This design comes from an exercise in tuning for small area, a short achievable clock period and few clock cycles per item on the open sky130 flow, not from production work.
In this exercise RTL edits were held to simulation tests only and were not proved equivalent to the original.

==> run a: inputs <==
==> flow/design.v <==
module lbp_pixel_unit (
    input  wire         clk,
    input  wire         rst,
    input  wire         in_valid,
    output wire         in_ready,
    input  wire [7:0]   in_cen,       
    input  wire [511:0] in_samples,   
    input  wire [7:0]   in_p,         
    input  wire [63:0]  in_band,      
    input  wire         in_rule,      
    input  wire         in_order,     
    input  wire [1:0]   in_post,      
    output wire         out_valid,
    input  wire         out_ready,
    output wire [7:0]   out_code,
    output wire [3:0]   out_ecode
);
    reg  [1:0] ph;          
    reg        rv;          
    reg        ov;          
    wire       oslot = ~ov | out_ready;
    wire       slot  = ~rv | oslot;
    wire       last = (ph == 2'd2) | ((ph == 2'd0) & ~in_rule);
    assign in_ready = slot & last;
    wire       take = in_valid & in_ready;
    reg         m_s;
    reg  [10:0] m_e;
    reg  [53:0] m_sig;
    reg         m_up;
    reg         m_z;
    wire        a_s, a_up, a_z;
    wire [10:0] a_e;
    wire [53:0] a_sig;
    lbp_one_pm_b u_add (.b(in_band[62:0]), .sub(ph == 2'd0),
                        .s(a_s), .e(a_e), .sig(a_sig), .up(a_up), .z(a_z));
    wire        m_shift = (ph == 2'd1) & ~m_sig[53] & ~m_z;
    always @(posedge clk) begin
        if (rst) begin
            ph <= 2'd0;
            rv <= 1'b0;
            ov <= 1'b0;
        end else begin
            if (!in_valid)           ph <= 2'd0;
            else if (ph == 2'd0)     ph <= in_rule ? 2'd1 : 2'd0;
            else if (ph == 2'd1)     ph <= m_shift ? 2'd1 : 2'd2;
            else if (slot)           ph <= 2'd0;
            if (take)                rv <= 1'b1;
            else if (oslot)          rv <= 1'b0;
            if (rv & oslot)          ov <= 1'b1;
            else if (out_ready)      ov <= 1'b0;
        end
    end
    always @(posedge clk) begin
        if (m_shift) begin
            m_sig <= {m_sig[52:0], 1'b0};
            m_e   <= m_e - 11'd1;
        end else begin
            m_s   <= a_s;
            m_e   <= a_e;
            m_sig <= a_sig;
            m_up  <= a_up;
            m_z   <= a_z;
        end
    end
    wire b_illegal = (in_band[63] & (in_band[62:0] != 63'd0)) | (in_band[62:52] == 11'h7ff);
    wire [2:0] ecode_n = (in_post == 2'd3)            ? 3'd4 :
                         (in_p == 8'd0)               ? 3'd1 :
                         (in_rule & b_illegal)        ? 3'd1 :
                         (in_p > 8'd8)                ? 3'd2 : 3'd0;
    reg [2:0] ck_n;
    integer j;
    always @* begin
        ck_n = 3'd0;
        for (j = 1; j < 8; j = j + 1)
            if (in_cen[j]) ck_n = j[2:0];
    end
    wire [7:0]  cn_n  = in_cen << (3'd7 - ck_n);
    wire        cz_n  = (in_cen == 8'd0);
    wire [62:0] cenf  = cz_n ? 63'd0 : {11'd1023 + {8'd0, ck_n}, cn_n[6:0], 45'd0};
    wire [7:0]  cb = {cn_n[6:0], 1'b0};
    wire [3:0]  bo_n, bt_n;
    wire [2:0]  bn_n;
    genvar q;
    generate
        for (q = 0; q < 4; q = q + 1) begin : benc
            wire hi  = (q == 3) ? 1'b0 : cb[2*q+2];
            wire mid = cb[2*q+1];
            wire lo  = cb[2*q];
            assign bo_n[q] = mid ^ lo;
            assign bt_n[q] = hi ? (~mid & ~lo) : (mid & lo);
            if (q < 3) begin : neg
                assign bn_n[q] = hi;
            end
        end
    endgenerate
    reg  [6:0]  cn_r;
    reg  [3:0]  bo_r, bt_r;
    reg  [2:0]  bn_r;
    reg  [2:0]  ck_r;
    reg         cz_r;
    always @(posedge clk) begin
        cn_r <= cn_n[6:0];
        bo_r <= bo_n;
        bt_r <= bt_n;
        bn_r <= bn_n;
        ck_r <= ck_n;
        cz_r <= cz_n;
    end
    wire [62:0] bound;      
    lbp_cen_mul u_mul (.cn(cn_r), .bo(bo_r), .bt(bt_r), .bn(bn_r), .ck(ck_r), .z(cz_r | m_z),
                       .e(m_e), .t(m_sig[53:1]), .up(m_up), .y(bound));
    wire        bz   = cz_r | m_z;
    wire        lneg = m_s & ~bz;           
    wire [62:0] xv   = (ph == 2'd0) ? cenf : bound;
    wire        xz   = (ph == 2'd0) ? cz_n : bz;
    wire [1:0]  mode = (ph == 2'd2) ? 2'd2 : ((ph == 2'd1) & lneg) ? 2'd1 : 2'd0;
    wire        cin  = (mode == 2'd0);
    wire [7:0] bits;
    genvar g;
    generate
        for (g = 0; g < 8; g = g + 1) begin : smp
            wire [63:0] s    = in_samples[64*g +: 64];
            wire        n    = s[63];
            wire        mz   = (s[51:0] == 52'd0);
            wire        nan  = (s[62:52] == 11'h7ff) & ~mz;
            wire        zero = (s[62:52] == 11'd0) & mz;
            wire [63:0] sum  = {1'b0, s[62:0]} + {1'b0, ~xv} + {63'd0, cin};
            wire        c    = sum[63];
            assign bits[g] = ~nan & ((mode == 2'd0) ? ((~n & c) | (n & zero & xz)) :
                                     (mode == 2'd1) ? (~n | ~c) :
                                                      (n | ~c));
        end
    endgenerate
    reg  [7:0] lo_r;
    always @(posedge clk)
        if (ph == 2'd1) lo_r <= bits;
    wire [7:0] bits_f = (ph == 2'd2) ? (bits & lo_r) : bits;
    reg  [7:0] r_bits;
    reg  [2:0] r_ecode;
    reg  [3:0] r_p;
    reg        r_order;
    reg  [1:0] r_post;
    wire [7:0] pmask = 8'hff >> (4'd8 - in_p[3:0]);
    always @(posedge clk) begin
        if (take) begin
            r_bits  <= bits_f & pmask;
            r_ecode <= ecode_n;
            r_p     <= in_p[3:0];
            r_order <= in_order;
            r_post  <= in_post;
        end
    end
    wire [7:0] rev = {r_bits[0], r_bits[1], r_bits[2], r_bits[3],
                      r_bits[4], r_bits[5], r_bits[6], r_bits[7]};
    wire [7:0] v   = r_order ? r_bits : (rev >> (4'd8 - r_p));
    wire [7:0] ri_code;
    wire [7:0] u_code;
    lbp_rimin8 u_rimin (.v(v), .p(r_p), .y(ri_code));
    lbp_ucls8  u_ucls  (.v(v), .p(r_p), .y(u_code));
    wire [7:0] code_n = (r_ecode != 3'd0) ? 8'd0 :
                        (r_post == 2'd1)  ? ri_code :
                        (r_post == 2'd2)  ? u_code : v;
    reg  [7:0] o_code;
    reg  [2:0] o_ecode;
    always @(posedge clk)
        if (rv & oslot) begin
            o_code  <= code_n;
            o_ecode <= r_ecode;
        end
    assign out_valid = ov;
    assign out_ecode = {1'b0, o_ecode};
    assign out_code  = o_code;
endmodule
module lbp_rimin8 (
    input  wire [7:0] v,
    input  wire [3:0] p,
    output wire [7:0] y
);
    wire [7:0] r [0:7];
    genvar k;
    generate
        for (k = 0; k < 8; k = k + 1) begin : rot
            if (k == 0) begin : r0
                assign r[k] = v;
            end else begin : rk
                assign r[k] = (k < p) ? ((v << k) | (v >> (8 - k))) : v;
            end
        end
    endgenerate
    wire [7:0] a0 = (r[1] < r[0]) ? r[1] : r[0];
    wire [7:0] a1 = (r[3] < r[2]) ? r[3] : r[2];
    wire [7:0] a2 = (r[5] < r[4]) ? r[5] : r[4];
    wire [7:0] a3 = (r[7] < r[6]) ? r[7] : r[6];
    wire [7:0] b0 = (a1 < a0) ? a1 : a0;
    wire [7:0] b1 = (a3 < a2) ? a3 : a2;
    assign y = (b1 < b0) ? b1 : b0;
endmodule
module lbp_ucls8 (
    input  wire [7:0] v,
    input  wire [3:0] p,
    output wire [7:0] y
);
    wire [6:0] t = v[6:0] ^ v[7:1];
    wire [2:0] n = t[0] + t[1] + t[2] + t[3] + t[4] + t[5] + t[6];
    assign y = (n <= 3'd2) ? v : {4'd0, p} + 8'd1;
endmodule
module lbp_one_pm_b (
    input  wire [62:0] b,
    input  wire        sub,
    output wire        s,
    output reg  [10:0] e,
    output reg  [53:0] sig,
    output reg         up,
    output wire        z
);
    wire [10:0] eb  = b[62:52];
    wire [51:0] f   = b[51:0];
    wire        big = (eb >= 11'd1023);             
    wire [10:0] ds  = 11'd1023 - eb;
    wire [5:0]  dsh = (ds > 11'd56) ? 6'd63 : ds[5:0];
    reg  [55:0] v;
    reg         st;
    integer k;
    always @* begin
        v  = {eb != 11'd0, f, 3'b000};
        st = 1'b0;
        for (k = 0; k < 6; k = k + 1)
            if (dsh[k]) begin
                st = st | ((v & ((56'd1 << (1 << k)) - 56'd1)) != 56'd0);
                v  = v >> (1 << k);
            end
        v[0] = v[0] | st;
    end
    wire [10:0] db  = eb - 11'd1023;
    wire [55:0] oh  = (db >= 11'd55) ? 56'd1 : (56'h80_0000_0000_0000 >> db[5:0]);
    wire [55:0] x   = big ? {1'b1, f, 3'b000} : {1'b1, 55'd0};
    wire [55:0] y   = big ? oh : v;
    wire [56:0] r   = {1'b0, x} + ({1'b0, y} ^ {57{sub}}) + {56'd0, sub};
    wire [10:0] ex  = big ? eb : 11'd1023;
    assign z = sub & (b == 63'h3ff0_0000_0000_0000);      
    assign s = sub & big & ~z;
    reg [55:0] n;
    always @* begin
        if (r[56]) begin
            n = {r[56:2], r[1] | r[0]};
            e = ex + 11'd1;
        end else if (r[55]) begin
            n = r[55:0];
            e = ex;
        end else if (r[54]) begin
            n = {r[54:0], 1'b0};
            e = ex - 11'd1;
        end else begin
            n = r[55:0];
            e = ex;
        end
        if (r[56] | r[55] | r[54]) begin
            sig = {n[55:3], 1'b0};
            up  = n[2] & (n[1] | n[0] | n[3]);
        end else begin
            sig = r[55:2];
            up  = 1'b0;
        end
    end
endmodule
module lbp_cen_mul (
    input  wire [6:0]  cn,
    input  wire [3:0]  bo,
    input  wire [3:0]  bt,
    input  wire [2:0]  bn,
    input  wire [2:0]  ck,
    input  wire        z,
    input  wire [10:0] e,
    input  wire [52:0] t,
    input  wire        up,
    output wire [62:0] y
);
    wire [60:0] p;
    lbp_mul8x53 u_p (.c(cn), .bo(bo), .bt(bt), .bn(bn), .t(t), .up(up), .y(p));
    wire [11:0] e0   = {1'b0, e} + {9'd0, ck};
    wire [11:0] e1   = e0 + 12'd1;
    wire        rup0 = p[6] & ((|p[5:0]) | p[7]);
    wire        rup1 = p[7] & ((|p[6:0]) | p[8]);
    wire [62:0] y0   = (e0 >= 12'd2047) ? {11'h7ff, 52'd0} : ({e0[10:0], p[58:7]} + {62'd0, rup0});
    wire [62:0] y1   = (e1 >= 12'd2047) ? {11'h7ff, 52'd0} : ({e1[10:0], p[59:8]} + {62'd0, rup1});
    assign y = z ? 63'd0 : (p[60] ? y1 : y0);
endmodule
module lbp_mul8x53 (
    input  wire [6:0]  c,
    input  wire [3:0]  bo,
    input  wire [3:0]  bt,
    input  wire [2:0]  bn,
    input  wire [52:0] t,
    input  wire        up,
    output wire [60:0] y
);
    function [54:0] brow;
        input        one, two, neg;
        input [52:0] tv;
        reg   [54:0] ts;
        reg   [53:0] pp;
        integer      i;
        begin
            ts  = {1'b0, tv, 1'b0};
            for (i = 0; i < 54; i = i + 1)
                pp[i] = ((one & ts[i+1]) | (two & ts[i])) ^ neg;
            brow = {neg, pp};
        end
    endfunction
    localparam [60:0] K = 61'h1fff_ffff_ffff_ffff - (61'd1 << 54) - (61'd1 << 56) - (61'd1 << 58) + 61'd1;
    wire [54:0] r0 = brow(bo[0], bt[0], bn[0], t);
    wire [54:0] r1 = brow(bo[1], bt[1], bn[1], t);
    wire [54:0] r2 = brow(bo[2], bt[2], bn[2], t);
    wire [54:0] r3 = brow(bo[3], bt[3], 1'b0, t);
    wire [60:0] a0 = {6'd0, ~r0[54], r0[53:0]};
    wire [60:0] a1 = {4'd0, ~r1[54], r1[53:0], 1'b0, r0[54]};
    wire [60:0] a2 = {2'd0, ~r2[54], r2[53:0], 1'b0, r1[54], 2'd0};
    wire [60:0] a3 = {1'd0, r3[53:0], 1'b0, r2[54], 4'd0};
    wire [60:0] a4 = {1'b0, t, 7'd0};
    wire [60:0] a5 = K | (up ? {53'd0, 1'b1, c} : 61'd0);
    wire [60:0] s1 = a0 ^ a1 ^ a2;
    wire [60:0] c1 = ((a0 & a1) | (a0 & a2) | (a1 & a2)) << 1;
    wire [60:0] s2 = a3 ^ a4 ^ a5;
    wire [60:0] c2 = ((a3 & a4) | (a3 & a5) | (a4 & a5)) << 1;
    wire [60:0] s3 = s1 ^ c1 ^ s2;
    wire [60:0] c3 = ((s1 & c1) | (s1 & s2) | (c1 & s2)) << 1;
    wire [60:0] s4 = s3 ^ c3 ^ c2;
    wire [60:0] c4 = ((s3 & c3) | (s3 & c2) | (c3 & c2)) << 1;
    assign y = s4 + c4;
endmodule
==> flow/run.sh <==
#!/bin/bash
# synth_recipe.tcl (not shown) runs the flow's synth.tcl, then flattens the netlist and writes it again
# the make line also repeats each setting of config.mk as NAME=value (left out here)
make -C /OpenROAD-flow-scripts/flow DESIGN_CONFIG=/design/flow/config.mk WORK_HOME=/design/flow/orfs CLKGATE_MAP_FILE= SYNTH_SCRIPT=/design/flow/synth_recipe.tcl finish
==> flow/config.mk <==
export PLATFORM = sky130hd
export DESIGN_NAME = lbp_pixel_unit
export DESIGN_NICKNAME = lbp_pixel_unit
export VERILOG_FILES = /design/flow/design.v
export SDC_FILE = /design/flow/constraint.sdc
export NUM_CORES = 4
export LEC_CHECK = 0
export CAP_MARGIN = 20
export CORE_MARGIN = 2
export CORE_UTILIZATION = 40
export SLEW_MARGIN = 20
==> flow/constraint.sdc <==
create_clock -name core_clock -period 20.0 [get_ports {clk}]
set_input_delay 4.0000 -clock core_clock [delete_from_list [all_inputs] [get_ports {clk}]]
set_output_delay 4.0000 -clock core_clock [all_outputs]
set_load 0.01 [all_outputs]
==> inputs of run b, as changes to run a <==
==> flow/design.v, changed modules only <==
module lbp_one_pm_b (
    input  wire [62:0] b,
    input  wire        sub,
    output wire        s,
    output reg  [10:0] e,
    output reg  [53:0] sig,
    output reg         up,
    output wire        z
);
    wire [10:0] eb  = b[62:52];
    wire [51:0] f   = b[51:0];
    wire        big = (eb >= 11'd1023);             
    wire        bz  = (b == 63'd0);                 
    assign z = sub & (b == 63'h3ff0_0000_0000_0000);      
    assign s = sub & big & ~z;
    wire [10:0] ds  = 11'd1023 - eb;
    wire [5:0]  dsh = (ds > 11'd56) ? 6'd63 : ds[5:0];
    wire        ds1 = (eb == 11'd1022) & (f != 52'd0);    
    reg  [55:0] y;
    reg         st;
    integer k;
    always @* begin
        y  = {eb != 11'd0, f, 3'b000};
        st = 1'b0;
        for (k = 0; k < 6; k = k + 1)
            if (dsh[k]) begin
                st = st | ((y & ((56'd1 << (1 << k)) - 56'd1)) != 56'd0);
                y  = y >> (1 << k);
            end
        y[0] = y[0] | st;
    end
    function [56:0] pre_or;
        input [56:0] v;
        integer d, i;
        begin
            for (d = 1; d < 57; d = d * 2)
                for (i = 0; i < 57; i = i + 1)
                    if (i & d)
                        v[i] = v[i] | v[(i & ~(d - 1)) - 1];
            pre_or = v;
        end
    endfunction
    function [56:0] pre_and;
        input [56:0] v;
        integer d, i;
        begin
            for (d = 1; d < 57; d = d * 2)
                for (i = 0; i < 57; i = i + 1)
                    if (i & d)
                        v[i] = v[i] & v[(i & ~(d - 1)) - 1];
            pre_and = v;
        end
    endfunction
    wire [56:0] yo  = pre_or({1'b0, y});
    wire [55:0] ylo = {yo[54:0], 1'b0};        
    wire [55:0] yn = y ^ ylo;                       
    wire [10:0] db  = eb - 11'd1023;
    wire [55:0] oh  = (db >= 11'd55) ? 56'd1 : (56'h80_0000_0000_0000 >> db[5:0]);
    wire [55:0] x   = {1'b1, f, 3'b000};
    wire [56:0] hmo = pre_or({1'b0, oh});
    wire [55:0] hm  = hmo[55:0];               
    wire [56:0] cya = pre_and({1'b1, ~hm | (x ^ {56{sub}})});
    wire [56:0] cy  = {cya[55:0], 1'b1};       
    wire [55:0] rb  = x ^ (oh | (hm & ~oh & cy[55:0]));
    wire        co  = ~sub & cy[56];                
    always @* begin
        if (!big) begin
            if (!sub) begin
                sig = {1'b1, y[54:3], 1'b0};
                up  = y[2] & (y[1] | y[0] | y[3]);
                e   = 11'd1023;
            end else if (bz) begin
                sig = {1'b1, 53'd0};
                up  = 1'b0;
                e   = 11'd1023;
            end else if (ds1) begin
                sig = {1'b0, yn[54:2]};
                up  = 1'b0;
                e   = 11'd1023;
            end else begin
                sig = {yn[54:2], 1'b0};
                up  = yn[1] & (yn[0] | yn[2]);
                e   = 11'd1022;
            end
        end else begin
            if (co) begin
                sig = {1'b1, rb[55:4], 1'b0};
                up  = rb[3] & (rb[2] | rb[1] | rb[0] | rb[4]);
                e   = eb + 11'd1;
            end else if (rb[55]) begin
                sig = {rb[55:3], 1'b0};
                up  = rb[2] & (rb[1] | rb[0] | rb[3]);
                e   = eb;
            end else if (rb[54]) begin
                sig = {rb[54:2], 1'b0};
                up  = rb[1] & (rb[0] | rb[2]);
                e   = eb - 11'd1;
            end else begin
                sig = rb[55:2];
                up  = 1'b0;
                e   = eb;
            end
        end
    end
endmodule
==> flow/flow/run.sh (new file) <==
#!/bin/bash
# The standard layout (the standard.sh, unchanged synthesis and steps),
# with the port buffers made of sky130_fd_sc_hd__buf_2 instead of the
# default delay buffer: every input and output port still gets its buffer.
set -o pipefail
cd "$(dirname "$0")/.."
export BUFFER_PORTS_ARGS="-buffer_cell sky130_fd_sc_hd__buf_2"
bash standard.sh > standard.log 2>&1
==> flow/standard.sh (new file) <==
#!/bin/bash
# synth_recipe.tcl (not shown) runs the flow's synth.tcl, then flattens the netlist and writes it again
# the make line also repeats each setting of config.mk as NAME=value (left out here)
make -C /OpenROAD-flow-scripts/flow DESIGN_CONFIG=/design/flow/config.mk WORK_HOME=/design/flow/orfs CLKGATE_MAP_FILE= SYNTH_SCRIPT=/design/flow/synth_recipe.tcl "${@:-finish}"
removed: flow/run.sh
==> inputs of run c, as changes to run a <==
==> flow/design.v, changed modules only <==
module lbp_one_pm_b (
    input  wire [62:0] b,
    input  wire        sub,
    output wire        s,
    output reg  [10:0] e,
    output reg  [53:0] sig,
    output reg         up,
    output wire        z
);
    wire [10:0] eb  = b[62:52];
    wire [51:0] f   = b[51:0];
    wire        big = (eb >= 11'd1023);             
    wire        bz  = (b == 63'd0);                 
    assign z = sub & (b == 63'h3ff0_0000_0000_0000);      
    assign s = sub & big & ~z;
    wire [10:0] ds  = 11'd1023 - eb;
    wire [5:0]  dsh = (ds > 11'd56) ? 6'd63 : ds[5:0];
    wire        ds1 = (eb == 11'd1022) & (f != 52'd0);    
    reg  [55:0] y;
    reg         st;
    integer k;
    always @* begin
        y  = {eb != 11'd0, f, 3'b000};
        st = 1'b0;
        for (k = 0; k < 6; k = k + 1)
            if (dsh[k]) begin
                st = st | ((y & ((56'd1 << (1 << k)) - 56'd1)) != 56'd0);
                y  = y >> (1 << k);
            end
        y[0] = y[0] | st;
    end
    function [56:0] pre_or;
        input [56:0] v;
        integer d, i;
        begin
            for (d = 1; d < 57; d = d * 2)
                for (i = 0; i < 57; i = i + 1)
                    if (i & d)
                        v[i] = v[i] | v[(i & ~(d - 1)) - 1];
            pre_or = v;
        end
    endfunction
    function [56:0] pre_and;
        input [56:0] v;
        integer d, i;
        begin
            for (d = 1; d < 57; d = d * 2)
                for (i = 0; i < 57; i = i + 1)
                    if (i & d)
                        v[i] = v[i] & v[(i & ~(d - 1)) - 1];
            pre_and = v;
        end
    endfunction
    wire [56:0] yo  = pre_or({1'b0, y});
    wire [55:0] ylo = {yo[54:0], 1'b0};        
    wire [55:0] yn = y ^ ylo;                       
    wire [10:0] db  = eb - 11'd1023;
    wire [55:0] oh  = (db >= 11'd55) ? 56'd1 : (56'h80_0000_0000_0000 >> db[5:0]);
    wire [55:0] x   = {1'b1, f, 3'b000};
    wire [56:0] hmo = pre_or({1'b0, oh});
    wire [55:0] hm  = hmo[55:0];               
    wire [56:0] cya = pre_and({1'b1, ~hm | (x ^ {56{sub}})});
    wire [56:0] cy  = {cya[55:0], 1'b1};       
    wire [55:0] rb  = x ^ (oh | (hm & ~oh & cy[55:0]));
    wire        co  = ~sub & cy[56];                
    always @* begin
        if (!big) begin
            if (!sub) begin
                sig = {1'b1, y[54:3], 1'b0};
                up  = y[2] & (y[1] | y[0] | y[3]);
                e   = 11'd1023;
            end else if (bz) begin
                sig = {1'b1, 53'd0};
                up  = 1'b0;
                e   = 11'd1023;
            end else if (ds1) begin
                sig = {1'b0, yn[54:2]};
                up  = 1'b0;
                e   = 11'd1023;
            end else begin
                sig = {yn[54:2], 1'b0};
                up  = yn[1] & (yn[0] | yn[2]);
                e   = 11'd1022;
            end
        end else begin
            if (co) begin
                sig = {1'b1, rb[55:4], 1'b0};
                up  = rb[3] & (rb[2] | rb[1] | rb[0] | rb[4]);
                e   = eb + 11'd1;
            end else if (rb[55]) begin
                sig = {rb[55:3], 1'b0};
                up  = rb[2] & (rb[1] | rb[0] | rb[3]);
                e   = eb;
            end else if (rb[54]) begin
                sig = {rb[54:2], 1'b0};
                up  = rb[1] & (rb[0] | rb[2]);
                e   = eb - 11'd1;
            end else begin
                sig = rb[55:2];
                up  = 1'b0;
                e   = eb;
            end
        end
    end
endmodule
==> flow/flow/run.sh (new file) <==
#!/bin/bash
# The standard layout (the standard.sh, unchanged synthesis and steps),
# with the port buffers made of sky130_fd_sc_hd__buf_2 instead of the
# default delay buffer (every input and output port still gets its buffer),
# and timing repair asked to leave 9.5 ns of setup slack at the design's
# clock period, so that it works on the paths that set the achieved period.
set -o pipefail
cd "$(dirname "$0")/.."
export BUFFER_PORTS_ARGS="-buffer_cell sky130_fd_sc_hd__buf_2"
bash standard.sh SETUP_SLACK_MARGIN=9.5 finish > standard.log 2>&1
==> flow/standard.sh (new file) <==
#!/bin/bash
# synth_recipe.tcl (not shown) runs the flow's synth.tcl, then flattens the netlist and writes it again
# the make line also repeats each setting of config.mk as NAME=value (left out here)
make -C /OpenROAD-flow-scripts/flow DESIGN_CONFIG=/design/flow/config.mk WORK_HOME=/design/flow/orfs CLKGATE_MAP_FILE= SYNTH_SCRIPT=/design/flow/synth_recipe.tcl "${@:-finish}"
--- a/flow/config.mk
+++ b/flow/config.mk
@@ -5,6 +5,7 @@
 export SDC_FILE = /design/flow/constraint.sdc
 export NUM_CORES = 4
 export LEC_CHECK = 0
+export ABC_AREA = 1
 export CAP_MARGIN = 20
 export CORE_MARGIN = 2
 export CORE_UTILIZATION = 40
removed: flow/run.sh
==> inputs of run d, as changes to run a <==
==> flow/flow/run.sh (new file) <==
#!/bin/bash
# The standard layout (the standard.sh, unchanged synthesis and steps),
# with the port buffers made of sky130_fd_sc_hd__buf_2 instead of the
# default delay buffer (every input and output port still gets its buffer),
# and timing repair asked to leave 11 ns of setup slack at the design's
# clock period, so that it works on the paths that set the achieved period.
set -o pipefail
cd "$(dirname "$0")/.."
export BUFFER_PORTS_ARGS="-buffer_cell sky130_fd_sc_hd__buf_2"
bash standard.sh SETUP_SLACK_MARGIN=11 finish > standard.log 2>&1
==> flow/standard.sh (new file) <==
#!/bin/bash
# synth_recipe.tcl (not shown) runs the flow's synth.tcl, then flattens the netlist and writes it again
# the make line also repeats each setting of config.mk as NAME=value (left out here)
make -C /OpenROAD-flow-scripts/flow DESIGN_CONFIG=/design/flow/config.mk WORK_HOME=/design/flow/orfs CLKGATE_MAP_FILE= SYNTH_SCRIPT=/design/flow/synth_recipe.tcl "${@:-finish}"
--- a/flow/config.mk
+++ b/flow/config.mk
@@ -5,6 +5,7 @@
 export SDC_FILE = /design/flow/constraint.sdc
 export NUM_CORES = 4
 export LEC_CHECK = 0
+export ABC_AREA = 1
 export CAP_MARGIN = 20
 export CORE_MARGIN = 2
 export CORE_UTILIZATION = 40
removed: flow/run.sh
==> qor summary <==
Core Area: run d 121,000 um^2; run c 122,000 um^2; run b 126,000 um^2; run a 122,000 um^2
Post-route minimum period: run d 8910 ps; run c 10,100 ps; run b 12,770 ps; run a 13,120 ps
Outcome: run d finished clean; run c finished clean; run b finished clean; run a finished clean
Number of filler instances in the final layout: run d 12,500; run c 13,500; run b 13,000; run a 12,200
First drt pass iteration count: run d 7; run c 7; run b 6; run a 7
Final critical-path share of the clock period: run d 44.5%; run c 50.5%; run b 63.9%; run a 65.6%
Layout Area Growth over Synthesis: run d 30.2%; run c 11.3%; run b 9.61%; run a 17.1%
Post-synthesis share of cell area spent on and, or, nand and nor gates: run d 30.8%; run c 33.4%; run b 22.5%; run a 21.4%
Proportion of synthesized area in mux cells: run d 0.228%; run c 0.326%; run b 4.23%; run a 5.35%
Pin count of the biggest net entering global routing: run d 68; run c 84; run b 71; run a 74
Number of stages on the worst setup path: run d 35; run c 49; run b 36; run a 31
Met2 wire length: run d 122,000 um; run c 110,000 um; run b 109,000 um; run a 113,000 um
Average cell area after synthesis: run d 6.10 um^2; run c 5.97 um^2; run b 7.34 um^2; run a 7.46 um^2
Worst R2R Path Depth: run d 55; run c 49; run b 36; run a 34
Metal-1 WL: run d 111,000 um; run c 102,000 um; run b 106,000 um; run a 97,800 um
Overall via count from detail_route: run d 62,700; run c 60,400; run b 58,800; run a 55,300
Die footprint: run d 125,000 um^2; run c 126,000 um^2; run b 130,000 um^2; run a 125,000 um^2
Testbench counts of run a, summed over its fixed seeds: cycles 25,534, items 16,000.
Testbench counts of run b, summed over its fixed seeds: cycles 25,534, items 16,000.
Testbench counts of run c, summed over its fixed seeds: cycles 25,534, items 16,000.
Testbench counts of run d, summed over its fixed seeds: cycles 25,534, items 16,000.

static timing again, ports no longer ideal:
In the flow no input, the clock included, has a driving cell. The finished layouts below were timed again as built, in two steps. Step 1: set_driving_cell puts a clkbuf_16 on clk and a buf_2 on each other input, an assumption about the parent block. Step 2 times the ports against the registers' clock, not the clock port: input delays grow and output delays shrink by t, the midpoint of the rising clock arrivals with the driver on. a / b / c = ideal ports / drivers / drivers and shift; a / b = the first two.
| run | shift t [ns] | setup WS [ns] | hold slack, ns | worst slew at a driven data input, ns |
|---|---|---|---|---|
| run a | 0.554 | 6.875 / 6.926 / 6.371 | 0.434 / 0.434 / 0.434 | 0.23 |
| run b | 0.523 | 7.227 / 7.227 / 6.841 | 0.531 / 0.531 / 0.531 | 0.37 |
| run c | 0.541 | 9.895 / 9.895 / 9.441 | 0.442 / 0.442 / 0.442 | 0.21 |
| run d | 0.546 | 11.093 / 11.082 / 10.536 | 0.441 / 0.441 / 0.441 | 0.25 |
After both steps every run listed still meets setup and hold. The setup slack of run d, which loses most, moves by -0.011 ns with the drivers and by -0.557 ns with both steps.
